Context: an optimization exercise on an open-source flow, tuned for small area. The choices shown serve that exercise and are no tape-out recipe.
Only simulation tests tie the RTL to the original design; equivalence was not proved.
Power figures rest on the tool's default switching activity, not on a simulated workload.

[flow/flow/run.sh]
#!/bin/bash
# The standard layout (standard.sh), with these changes:
#  - synthesis maps all the logic with an area-oriented ABC script
#    (flow/abc_map.script) in place of ORFS's delay-oriented one, and leaves
#    adders to ABC too (no full/half-adder cell extraction); everything else
#    in synthesis, and so every register, is as in the standard synthesis;
#  - port buffers are sky130_fd_sc_hd__buf_1;
#  - the clock tree uses clkbuf_4 and no dummy loads.
# make's output goes to flow_make.log; each ORFS step logs under orfs/logs.
set -euo pipefail
W=$(pwd)
rm -rf "$W/scripts_local"
cp -r "$FLOW_HOME/scripts" "$W/scripts_local"
cp "$W/flow/abc_map.script" "$W/scripts_local/abc_speed.script"
export SCRIPTS_DIR="$W/scripts_local"
export ADDER_MAP_FILE=
export BUFFER_PORTS_ARGS="-buffer_cell sky130_fd_sc_hd__buf_1"
export CTS_ARGS="-sink_clustering_enable -repair_clock_nets -dont_use_dummy_load -buf_list sky130_fd_sc_hd__clkbuf_4"
bash standard.sh > flow_make.log 2>&1
[flow/flow/abc_map.script]
strash
&get -n
&deepsyn -T 60
&put
dch -f
amap
strash
dch -f
amap
strash
dch -f
amap
topo
[flow/standard.sh]
#!/bin/bash
# synth_recipe.tcl (not shown) runs the flow's synth.tcl, then flattens the netlist and writes it again
# the make line also repeats each setting of config.mk as NAME=value (left out here)
make -C /OpenROAD-flow-scripts/flow DESIGN_CONFIG=/design/flow/config.mk WORK_HOME=/design/flow/orfs CLKGATE_MAP_FILE= SYNTH_SCRIPT=/design/flow/synth_recipe.tcl "${@:-finish}"
[flow/config.mk]
export PLATFORM = sky130hd
export DESIGN_NAME = wmbus_rx
export DESIGN_NICKNAME = wmbus_rx
export VERILOG_FILES = /design/flow/design.v
export SDC_FILE = /design/flow/constraint.sdc
export NUM_CORES = 4
export LEC_CHECK = 0
export CAP_MARGIN = 20
export CORE_MARGIN = 2
export CORE_UTILIZATION = 40
export SLEW_MARGIN = 20
[flow/constraint.sdc]
create_clock -name core_clock -period 8.0 [get_ports {clk}]
set_input_delay 1.6000 -clock core_clock [delete_from_list [all_inputs] [get_ports {clk}]]
set_output_delay 1.6000 -clock core_clock [all_outputs]
set_load 0.01 [all_outputs]
[flow/design.v]
module wmbus_rx (
    input  wire        clk,
    input  wire        rst,           
    input  wire        sync_det,      
    input  wire        overflow,      
    input  wire        in_valid,      
    input  wire [7:0]  in_data,
    input  wire [15:0] now_ms,        
    input  wire [7:0]  rssi,          
    output reg         out_valid,     
    output reg  [7:0]  out_data,
    output wire        ev_valid,      
    output reg  [2:0]  ev_kind,
    output wire        frame_mode,    
    output wire [1:0]  frame_block,   
    output wire [8:0]  frame_len,     
    output reg  [7:0]  frame_rssi,
    output wire [15:0] frame_time     
);
    localparam [2:0] EV_NONE     = 3'd0;
    localparam [2:0] EV_READY    = 3'd1;
    localparam [2:0] EV_OVERFLOW = 3'd2;
    localparam [2:0] EV_TIMEOUT  = 3'd3;
    localparam [2:0] EV_DECFAIL  = 3'd4;
    localparam [2:0] EV_UNCLASS  = 3'd5;
    function [4:0] dec;
        input [5:0] s;
        reg x, e, h0, h1, l0, l1;
        begin
            x  = (s[0] == s[3]) & (s[3] == s[5]);
            h0 = s[5] ^ s[4] ^ s[3];
            h1 = (s[5] & s[4]) | (s[5] & s[3]) | (s[4] & s[3]);
            l0 = s[2] ^ s[1] ^ s[0];
            l1 = (s[2] & s[1]) | (s[2] & s[0]) | (s[1] & s[0]);
            e  = (s[0] == s[2]) & (s[3] == s[5]) & (s[0] ^ s[5]);
            dec = {(h0 ^ l0) & (h1 ^ l1) & ~e, s[5], s[4] ^ x, s[1] ^ x, s[0]};
        end
    endfunction
    reg        st_data;       
    reg [1:0]  ph;            
    wire       st_hdr  = !st_data && ph != 2'd3;    
    wire       st_idle = !st_data && ph == 2'd3;    
    reg [1:0]  blk;
    reg [7:0]  len;           
    reg [8:0]  cnt;           
    reg [15:0] sync_time;
    wire modet = st_data ? (blk[0] == blk[1]) : (blk == 2'd0);
    assign ev_valid    = |ev_kind;
    assign frame_mode  = (blk == 2'd0);
    assign frame_block = blk;
    assign frame_len   = cnt;
    assign frame_time  = sync_time;
    wire       p1 = ph[0];
    wire [4:0] dx = dec(p1 ? out_data[7:2]               : {frame_rssi[3:0], in_data[7:6]});
    wire [4:0] dy = dec(p1 ? {out_data[1:0], in_data[7:4]} : in_data[5:0]);
    wire       sym_ok = dx[4] & dy[4];
    wire [7:0] tbyte  = {dx[3:0], dy[3:0]};
    wire       nz  = |len[3:0];
    wire       isa = (blk == 2'd1);
    wire       isb = (blk == 2'd2);
    wire [4:0] k   = isb ? 5'd1 : ({1'b0, len[7:4]} + {4'd0, nz} + {4'd0, isa});
    wire [7:0] half = {1'b0, len[7:1]} + {3'd0, k};
    wire       len_hit = (cnt == {half, len[0]});
    wire [15:0] elapsed = now_ms - sync_time;
    wire        timeout = elapsed > 16'd50;
    wire        is54 = (in_data == 8'h54);
    reg        n_idle, n_data;
    reg [1:0]  n_ph, n_blk;
    reg [7:0]  n_len;
    reg [8:0]  n_cnt;
    reg        n_ov;
    reg [7:0]  n_od;
    reg [2:0]  n_ev;
    wire       ph2  = ph[1];
    reg        lcopy;         
    wire       last = st_data ? len_hit : (modet ? (len == 8'd0) : (in_data == 8'd0));
    always @(*) begin
        n_ph  = ph;
        n_blk = blk;
        n_len = len;
        n_cnt = cnt;
        n_od  = out_data;
        n_ov  = 1'b0;
        if (in_valid) begin
            n_ph = ph2 ? 2'd0 : {1'b0, ph[0]} + 2'd1;
            if (!st_data) begin
                case (ph)
                    2'd0: begin
                        n_blk = is54 ? 2'd3 : 2'd0;
                        n_ov  = is54;
                        n_od  = in_data;
                    end
                    2'd1: begin
                        n_ov = 1'b1;
                        if (!modet) begin
                            n_blk = (in_data == 8'hCD) ? 2'd1 :
                                    (in_data == 8'h3D) ? 2'd2 : 2'd3;
                            n_od  = in_data;
                        end else begin
                            n_od  = tbyte;
                            n_blk = sym_ok ? 2'd0 : 2'd3;
                        end
                    end
                    default: begin
                        if (modet) begin
                            n_ov  = ~last;
                            n_od  = tbyte;
                        end else begin
                            n_ov  = 1'b1;
                            n_od  = in_data;
                        end
                    end
                endcase
            end else if (!modet) begin
                n_ov  = 1'b1;
                n_od  = in_data;
            end else if (ph == 2'd0) begin
                n_od = in_data;
            end else begin
                if (!sym_ok)
                    n_blk = 2'd3;
                n_ov  = 1'b1;
                n_od  = tbyte;
            end
        end
        if (in_valid && !st_data && ph == 2'd0)
            n_cnt = {8'd0, is54};
        else if (n_ov)
            n_cnt = cnt + 9'd1;
        if (lcopy)
            n_len = out_data;
        if (st_idle)
            n_ov = 1'b0;
        if (n_idle)
            n_ph = 2'd3;
        else if (st_idle)
            n_ph = 2'd0;
        if (rst)
            n_ov = 1'b0;
    end
    always @(*) begin
        n_idle = st_idle;
        n_data = st_data;
        n_ev   = EV_NONE;
        if (st_hdr) begin
            if (timeout) begin
                n_ev   = EV_TIMEOUT;
                n_idle = 1'b1;
            end else if (overflow) begin
                n_ev   = EV_OVERFLOW;
                n_idle = 1'b1;
            end else if (in_valid && ph2) begin
                if (blk == 2'd3 || (modet && !sym_ok)) begin
                    n_ev = EV_UNCLASS;
                end else if (last) begin
                    n_ev   = EV_READY;
                    n_idle = 1'b1;
                end else begin
                    n_data = 1'b1;
                end
            end
        end else if (st_data) begin
            if (overflow) begin
                n_ev   = EV_OVERFLOW;
                n_data = 1'b0;
                n_idle = 1'b1;
            end else if (in_valid && (!modet || ph != 2'd0) && last) begin
                n_ev   = (modet && (blk == 2'd3 || !sym_ok)) ? EV_DECFAIL : EV_READY;
                n_data = 1'b0;
                n_idle = 1'b1;
            end
        end else begin
            n_idle = overflow || !sync_det;
        end
        if (rst) begin
            n_idle = 1'b1;
            n_data = 1'b0;
            n_ev   = EV_NONE;
        end
    end
    always @(posedge clk) begin
        st_data    <= n_data;
        ph         <= n_ph;
        blk        <= n_blk;
        len        <= n_len;
        cnt        <= n_cnt;
        out_valid  <= n_ov;
        lcopy      <= in_valid & ~st_data & (modet ? ph[0] : ph2);
        out_data   <= n_od;
        ev_kind    <= n_ev;
        frame_rssi[7:4] <= rssi[7:4];
        if (!(modet && ph == 2'd2 && !in_valid))
            frame_rssi[3:0] <= (in_valid && modet && ph == 2'd1 && !(st_data && last)) ?
                               in_data[3:0] : rssi[3:0];
        if (st_idle)
            sync_time <= now_ms;
    end
endmodule
==> impl_metrics.json, run 1 <==
{
  "synth_mux_area_frac": 0,
  "dp.cells": 582,
  "fin_nets": 528,
  "start_util": 0.416,
  "syn_inst": 394,
  "grt_overflow": 0,
  "synth_seq_cells": 59,
  "tns_ps": 0,
  "required_ps": 8300,
  "r2r_cells": 31,
  "r2r_slack_ps": 2930,
  "antenna_left": 0,
  "grt_pass1_vias": 2848,
  "reg2reg_from": "len[3]$_DFFE_PP_",
  "final_cells": 591,
  "worst-slew-pin-transition_ps": 951,
  "clk-insertion-delay-late_ps": 380,
  "cts.sinks": 59,
  "hold_depth": 0,
  "hold_buffers": 0,
  "areaGrowthSynthToFinish_pct": 16.2,
  "path_clk_slew_ps": 100,
  "worst_setup_path_start_kind": "register",
  "cp_max_fo": 4,
  "min_period_over_period": 0.634,
  "gp_congestion": 0.897,
  "vias": 3152,
  "nFillCells": 812,
  "synth.area.top_cells": "edfxtp_1, dfxtp_1, nor2_1",
  "path_common_cell": "nor2_1",
  "p_leak_nw": 1.26,
  "grt_use_total": 0.192,
  "timing.rr.end": "cnt[8]$_SDFFE_PP0P_",
  "dr.pass1.iters": 4,
  "clock-skew-final_ps": 37.4,
  "cp.arrival_ps": 5370,
  "synth_common_cells": "nor2_1, clkinv_1, edfxtp_1, a21oi_1, nand2_1",
  "drv_cap": 0,
  "numCtsBuffers": 9,
  "critPathMaxStageDelay_ps": 450,
  "worst_path_max_delay_cell": "edfxtp_1",
  "async_reset_ff_frac": 0,
  "fmax_ghz": 0.197,
  "seq_area_frac_synth": 0.483,
  "setup_viol": 0,
  "hold_violations": 0,
  "top_level_ports": 86,
  "yosys.area.top_type_share": 0.360,
  "die_h_um": 94.1,
  "wl_per_cell_um": 14.1,
  "synthXorXnorAreaFrac": 0,
  "wl_mm": 8.35,
  "fp-row-count": 32,
  "yosys.area_share.simple": 0.236,
  "yosysMostFrequentCell": "nor2_1",
  "rsz0062_at_grt": "false",
  "cts_setup_buffers": 0,
  "worstSetupPathType": "register to register",
  "final_util": 0.484,
  "drive_above_1_share": 0.0225,
  "slew_headroom": 0.361,
  "ys.flop_type": "edfxtp_1",
  "synth_area_leader_cell": "edfxtp_1",
  "syn-cell-area_um2": 3250,
  "fin_crit_ps": 5070,
  "synth-compound-area-share": 0.222,
  "cts-resized-gates": 0,
  "min_from": "out_data[3]$_DFFE_PP_",
  "cts_buffer_depth": 2,
  "antennaDiodeCount": 0,
  "die_w_um": 94.1,
  "synth_top_family_by_area": "simple AND/OR/NAND/NOR gates",
  "htreeDepth": 3,
  "detail_route.vias_per_cell": 5.33,
  "cts_root_buf": "clkbuf_4",
  "end_kind": "register",
  "synth_edf_count": 39,
  "cts_tree": "done",
  "grt_pass1_wl_mm": 13.2,
  "hold_class": "register to register",
  "portBuffers": 85,
  "hold_end": "len[3]$_DFFE_PP_",
  "status": "timing/DRC/antenna clean",
  "p_per_area_nw_per_um2": 348,
  "peakVddDrop_mv": 0.147,
  "syn-num-nets": 431,
  "dp_hpwl_mm": 6.68,
  "yosysWarnings": 1,
  "drt_iter0_markers": 220,
  "postSynthAreaPerCell_um2": 8.25,
  "slew_violations": 0,
  "grt_start_max_net_pins": 22,
  "coreArea_um2": 7810,
  "die_area_um2": 8860,
  "synth_fa_ha_area_frac": 0,
  "antenna_found_initial": 0,
  "drc": 0,
  "yosysUniqueCellTypes": 39
}
## critical path, delay by kind of cell, from the launching register on
family	cells	cell delay (ps)
compound gates	7	970
buf+inv	1	150
simple gates	23	3410
flops	1	450
## logic make-up after synthesis
group	after synthesis
compound gates	116
simple gates	169
flops	59
buf+inv	50
## area by class of cell
| cell class | count | area [um^2] | share of cell area |
|---|---|---|---|
| clock buffers | 9 | 67.6 | 0.0179 |
| inverters | 50 | 188 | 0.0497 |
| multi-input cells | 285 | 1500 | 0.396 |
| flip-flops and latches | 59 | 1570 | 0.416 |
| well taps | 102 | 128 | 0.0338 |
| repair buffers | 86 | 327 | 0.0865 |
## cells in the final DEF (no fill, tap or decap), types with 6 or more instances in the layout
| cell type | instances |
|---|---|
| buf_1 | 85 |
| nor2_1 | 82 |
| clkinv_1 | 50 |
| edfxtp_1 | 39 |
| a21oi_1 | 32 |
| nand2_1 | 27 |
| o22ai_1 | 25 |
| o21ai_0 | 20 |
| dfxtp_1 | 20 |
| nor2b_1 | 19 |
| nor3_1 | 18 |
| clkbuf_4 | 9 |
| a211oi_1 | 6 |
## where the power goes
group	internal [W]	switching, W	total (W)
registers	0.000455	0.0000956	0.000551
clock network	0.0000522	0.0000900	0.000142
logic	0.000225	0.000396	0.000621
total	0.000733	0.000582	0.00131
## flip-flops by register name, summed over array words and instances (netlist names), 2 cells and up
name and cells:
blk 2, frame_rssi 8, cnt 9, ph 2
ev_kind 3, sync_time 16, out_data 8, len 8
## worst max path at each step
stage / startpoint / endpoint / depth (start not counted)
2_1_floorplan: len[3]$_DFFE_PP_ / cnt[8]$_SDFFE_PP0P_ / 31
5_1_grt: len[3]$_DFFE_PP_ / cnt[8]$_SDFFE_PP0P_ / 31
6_report: len[3]$_DFFE_PP_ / cnt[8]$_SDFFE_PP0P_ / 31
4_1_cts: len[3]$_DFFE_PP_ / cnt[8]$_SDFFE_PP0P_ / 31
3_5_place_dp: len[3]$_DFFE_PP_ / cnt[8]$_SDFFE_PP0P_ / 31
3_3_place_gp: len[3]$_DFFE_PP_ / cnt[8]$_SDFFE_PP0P_ / 31
## metrics by stage
| stage | power, W | cell area, um^2 | setup WS (ps) | hold slack, ps |
|---|---|---|---|---|
| 6_report | 0.00131 | 3780 | 2930 | 472 |
| 5_1_grt | 0.00143 | 3780 | 2210 | 462 |
| 4_1_cts | 0.00132 | 3780 | 2960 | 460 |
| 3_5_place_dp | 0.00118 | 3710 | 3020 | 486 |
| 3_3_place_gp | 0.00117 | 3710 | 3250 | 481 |
| 2_1_floorplan | 0.000981 | 3250 | 3610 | 504 |
## metal layers
metal / vias up / routed length, um / track usage
met4: 0 / 61 / 0.0688
met5: - / 0 / 0
met2: 96 / 3990 / 0.311
met1: 1434 / 3820 / 0.254
li1: 1616 / - / -
met3: 6 / 472 / 0.0393
==> run 2: changes to the inputs <==
--- a/flow/design.v
+++ b/flow/design.v
@@ -14,7 +14,7 @@
     output wire        frame_mode,    
     output wire [1:0]  frame_block,   
     output wire [8:0]  frame_len,     
-    output reg  [7:0]  frame_rssi,
+    output wire [7:0]  frame_rssi,
     output wire [15:0] frame_time     
 );
     localparam [2:0] EV_NONE     = 3'd0;
@@ -42,6 +42,7 @@
     wire       st_idle = !st_data && ph == 2'd3;    
     reg [1:0]  blk;
     reg [7:0]  len;           
+    reg [3:0]  sv;            
     reg [8:0]  cnt;           
     reg [15:0] sync_time;
     wire modet = st_data ? (blk[0] == blk[1]) : (blk == 2'd0);
@@ -49,9 +50,10 @@
     assign frame_mode  = (blk == 2'd0);
     assign frame_block = blk;
     assign frame_len   = cnt;
+    assign frame_rssi  = len;
     assign frame_time  = sync_time;
     wire       p1 = ph[0];
-    wire [4:0] dx = dec(p1 ? out_data[7:2]               : {frame_rssi[3:0], in_data[7:6]});
+    wire [4:0] dx = dec(p1 ? out_data[7:2]               : {sv, in_data[7:6]});
     wire [4:0] dy = dec(p1 ? {out_data[1:0], in_data[7:4]} : in_data[5:0]);
     wire       sym_ok = dx[4] & dy[4];
     wire [7:0] tbyte  = {dx[3:0], dy[3:0]};
@@ -72,7 +74,8 @@
     reg [7:0]  n_od;
     reg [2:0]  n_ev;
     wire       ph2  = ph[1];
-    reg        lcopy;         
+    wire       lcopy = !in_valid && (st_data ? (!modet && cnt == 9'd3)
+                                             : (st_hdr && modet && ph2));
     wire       last = st_data ? len_hit : (modet ? (len == 8'd0) : (in_data == 8'd0));
     always @(*) begin
         n_ph  = ph;
@@ -129,6 +132,8 @@
             n_cnt = cnt + 9'd1;
         if (lcopy)
             n_len = out_data;
+        else if (n_ev == EV_READY)
+            n_len = rssi;
         if (st_idle)
             n_ov = 1'b0;
         if (n_idle)
@@ -185,13 +190,10 @@
         len        <= n_len;
         cnt        <= n_cnt;
         out_valid  <= n_ov;
-        lcopy      <= in_valid & ~st_data & (modet ? ph[0] : ph2);
         out_data   <= n_od;
         ev_kind    <= n_ev;
-        frame_rssi[7:4] <= rssi[7:4];
-        if (!(modet && ph == 2'd2 && !in_valid))
-            frame_rssi[3:0] <= (in_valid && modet && ph == 2'd1 && !(st_data && last)) ?
-                               in_data[3:0] : rssi[3:0];
+        if (in_valid && ph == 2'd1)
+            sv <= in_data[3:0];
         if (st_idle)
             sync_time <= now_ms;
     end
--- a/flow/flow/run.sh
+++ b/flow/flow/run.sh
@@ -5,7 +5,7 @@
 #    adders to ABC too (no full/half-adder cell extraction); everything else
 #    in synthesis, and so every register, is as in the standard synthesis;
 #  - port buffers are sky130_fd_sc_hd__buf_1;
-#  - the clock tree uses clkbuf_4 and no dummy loads.
+#  - the clock tree uses clkbuf_8 and no dummy loads.
 # make's output goes to flow_make.log; each ORFS step logs under orfs/logs.
 set -euo pipefail
 W=$(pwd)
@@ -15,5 +15,5 @@
 export SCRIPTS_DIR="$W/scripts_local"
 export ADDER_MAP_FILE=
 export BUFFER_PORTS_ARGS="-buffer_cell sky130_fd_sc_hd__buf_1"
-export CTS_ARGS="-sink_clustering_enable -repair_clock_nets -dont_use_dummy_load -buf_list sky130_fd_sc_hd__clkbuf_4"
+export CTS_ARGS="-sink_clustering_enable -repair_clock_nets -dont_use_dummy_load -buf_list sky130_fd_sc_hd__clkbuf_8"
 bash standard.sh > flow_make.log 2>&1
==> run 2 against run 1 <==
Net effect: clock power decreased by 5%; worst setup slack improved by 180 ps; via count increased by 0.95%; count of clock-buffer cells in the layout decreased by 4; final cell count decreased by 1.2%; critical endpoint is now len[0]$_DFFE_PP_; critical path depth decreased by 12; routed wire length increased by 5.7%; utilization decreased by 0.30 points; register-to-register slack improved by 180 ps; power decreased by 43%; die area decreased by 1.1%; synthesized area decreased by 1.2%; highest routed layer unchanged; still clean; critical path type unchanged.
==> impl_metrics.json, run 2 <==
{
  "status": "timing/DRC/antenna clean",
  "cts_tree": "done",
  "nFillCells": 802,
  "p_leak_nw": 1.20,
  "multiInputGateArea_um2": 1550,
  "path_cells": "clkinv_1 > nor2_1 > a21oi_1 > clkinv_1 > o21ai_0 > nor2_1 > nand2_1 > clkinv_1 > a221oi_1 > nor2_1 > a21oi_1 > nor3_1 > a2111oi_0 > o21ai_0 > nor4_1 > a221oi_1 > nor2b_1 > clkinv_1 > o21ai_1",
  "fin_nets": 521,
  "hold_buffers": 0,
  "wl_per_cell_um": 15.1,
  "regArea_um2": 1470,
  "power.switching_w": 0.000263,
  "areaGrowthSynthToFinish_pct": 16.3,
  "comb_power_share": 0.303,
  "swShare": 0.350,
  "synth_area_leader_cell": "edfxtp_1",
  "path_clk_slew_ps": 90,
  "cts_root_buf": "clkbuf_8",
  "clock-skew-final_ps": 21.5,
  "hold_violations": 0,
  "seq_area_frac_synth": 0.458,
  "grt_use_total": 0.201,
  "die_h_um": 93.6,
  "cts-resized-gates": 0,
  "antennaDiodeCount": 0,
  "yosysWarnings": 1,
  "synth.area.top_cells": "edfxtp_1, dfxtp_1, nor2_1",
  "yosys.area.top_type_share": 0.365,
  "die_area_um2": 8760,
  "detail_route.vias_per_cell": 5.45,
  "gp_congestion": 0.920,
  "cts_setup_buffers": 0,
  "worst-slew-pin-transition_ps": 1030,
  "largest_reg_flops": 16,
  "holdWs_ps": 528,
  "p_seq_frac": 0.517,
  "required_ps": 7940,
  "cp.arrival_ps": 4840,
  "synth_common_cells": "nor2_1, clkinv_1, edfxtp_1, nand2_1, a21oi_1",
  "syn_inst": 391,
  "dp.cells": 579,
  "worst_path_max_delay_cell": "o21ai_1",
  "postSynthAreaPerCell_um2": 8.21,
  "drc": 0,
  "antenna_left": 0,
  "tns_ps": 0,
  "top_regs": "sync_time: 16 flops, cnt: 9 flops",
  "rsz0062_at_grt": "false",
  "grt_start_max_net_pins": 21,
  "clk-insertion-delay-late_ps": 300,
  "layout_common_cells": "buf_1, nor2_1, clkinv_1",
  "fmax_ghz": 0.204,
  "coreArea_um2": 7770,
  "peakVddDrop_mv": 0.0729,
  "synth_edf_count": 39,
  "drv_cap": 0,
  "cp_max_fo": 8,
  "grt_pass1_wl_mm": 14.0,
  "slew_headroom": 0.299,
  "critPathMaxStageDelay_ps": 560,
  "drive_above_1_share": 0.0124,
  "synth_seq_cells": 54,
  "end_kind": "register",
  "layout_commonest_cell": "buf_1",
  "path_common_cell": "clkinv_1",
  "async_reset_ff_frac": 0,
  "htreeDepth": 2,
  "min_period_over_period": 0.612,
  "grt_overflow": 0,
  "dp_hpwl_mm": 6.98,
  "min_from": "cnt[7]$_SDFFE_PP0P_",
  "p_int_w": 0.000486,
  "drt_iter0_markers": 169,
  "ys.flop_type": "edfxtp_1",
  "cts.sinks": 54,
  "portBuffers": 85,
  "fin_crit_ps": 4900,
  "reg2reg_from": "blk[1]$_SDFFCE_PP1P_",
  "clockPowerShare": 0.181,
  "numCtsBuffers": 5,
  "yosysMostFrequentCell": "nor2_1",
  "top_level_ports": 86,
  "final_util": 0.481,
  "startpoint": "blk[1]$_SDFFCE_PP1P_",
  "dr.pass1.iters": 5,
  "worstSetupPathType": "register to register",
  "hold_class": "register to register",
  "fp-row-count": 32,
  "largest-register": "sync_time",
  "syn-cell-area_um2": 3210,
  "cts_buffer_depth": 2,
  "yosysUniqueCellTypes": 34,
  "antenna_found_initial": 0,
  "syn-num-nets": 428,
  "final_cells": 584,
  "setup_viol": 0,
  "worst_setup_path_start_kind": "register",
  "vias": 3182,
  "slew_violations": 0,
  "start_util": 0.413,
  "grt_pass1_vias": 2938,
  "die_w_um": 93.6,
  "p_per_area_nw_per_um2": 201,
  "wl_mm": 8.83
}
[run 2: cell count changes after synthesis, moves of 4 or more]
cell	delta
o22ai_1	-5
dfxtp_1	-5
a221oi_1	+4
a2111oi_0	+5
a21oi_1	-10
o22a_1	+6
[run 2: per-stage QoR]
stage / cell area (um^2) / power [W] / setup slack, ps
2_1_floorplan: 3210 / 0.000539 / 3450
3_3_place_gp: 3670 / 0.000617 / 2560
3_5_place_dp: 3670 / 0.000620 / 2580
4_1_cts: 3730 / 0.000754 / 2810
5_1_grt: 3730 / 0.000800 / 2380
6_report: 3730 / 0.000749 / 3100
[run 2: path summary, 6_finish.rpt]
check | slack [ps] | end | cells after the start
max | 3100 | len[0]$_DFFE_PP_ | 19
min | 530 | cnt[7]$_SDFFE_PP0P_ | 2
max reg2reg | 3100 | len[0]$_DFFE_PP_ | 19
min reg2reg | 530 | cnt[7]$_SDFFE_PP0P_ | 2
[run 2: layout make-up]
class,count,share of cell area
Clock buffer,5,0.0184
Inverter,51,0.0513
Multi-Input combinational cell,286,0.415
Sequential cell,54,0.394
Tap cell,102,0.0342
Timing Repair Buffer,86,0.0874
[run 2: routing by layer]
layer  wire length (um)  GRT usage  up-vias  part of all wire
met1               4000      0.274     1454              0.45
met3                531     0.0355        8             0.060
met2               4210      0.329      102              0.48
met4                 88     0.0580        0             0.010
met5                  0          0        -                 0
li1                   -          -     1618                 -
[run 2: cell families (layout without fill, tap and decap cells)]
| family | count (synthesis) | after routing | synth area share |
|---|---|---|---|
| compound gates | 113 | 113 | 0.238 |
| xor+xnor | 2 | 2 | 0.00545 |
| buf+inv | 51 | 142 | 0.0596 |
| flops | 54 | 54 | 0.458 |
| simple gates | 171 | 171 | 0.239 |
[run 2: power groups by stage]
stage               Clock [W]  Combinational (W)  Sequential (W)
floorplan                   0           0.000139        0.000400
global placement            0           0.000225        0.000392
detailed placement          0           0.000227        0.000393
CTS                  0.000139           0.000227        0.000387
global route         0.000149           0.000256        0.000394
finish               0.000135           0.000227        0.000387
[run 2: worst max-delay path: cells and delay by family, from the launching register on]
kind            cells  cell delay (ps)
compound gates      8             2520
buf+inv             4              450
flops               1              450
simple gates        7             1130

==> port drivers added, routing unchanged <==
Ports are ideal in the flow. The routed layouts listed here were re-timed in OpenROAD. Step 1 (the two cells are an assumption about what drives the block):
set clk [get_ports {clk}]
set_driving_cell -lib_cell sky130_fd_sc_hd__clkbuf_16 $clk
set_driving_cell -lib_cell sky130_fd_sc_hd__buf_2 [delete_from_list [all_inputs] $clk]
Step 2 adds t to the input delays and takes it off the output delays; t is the mean of the earliest and latest rising clock arrival at the registers after step 1. Input paths then give back, and output paths get back, about the clock's delay inside the block. Slacks: no drivers / after step 1 / after step 2; pairs: no drivers / after step 1.
| run | shift t [ns] | setup slack, ns | worst setup path after step 2 | clock arrival spread, ns | worst register clock-pin slew, ns |
|---|---|---|---|---|---|
| run 1 | 0.395 | 2.926 / 2.926 / 2.926 | register to register | 0.039 / 0.040 | 0.11 / 0.11 |
| run 2 | 0.326 | 3.104 / 3.104 / 2.920 | input to register | 0.022 / 0.021 | 0.10 / 0.10 |
After both steps every run listed still meets setup and hold. The setup slack of run 2, which loses most, moves by 0.000 ns with the drivers and by -0.184 ns with both steps.
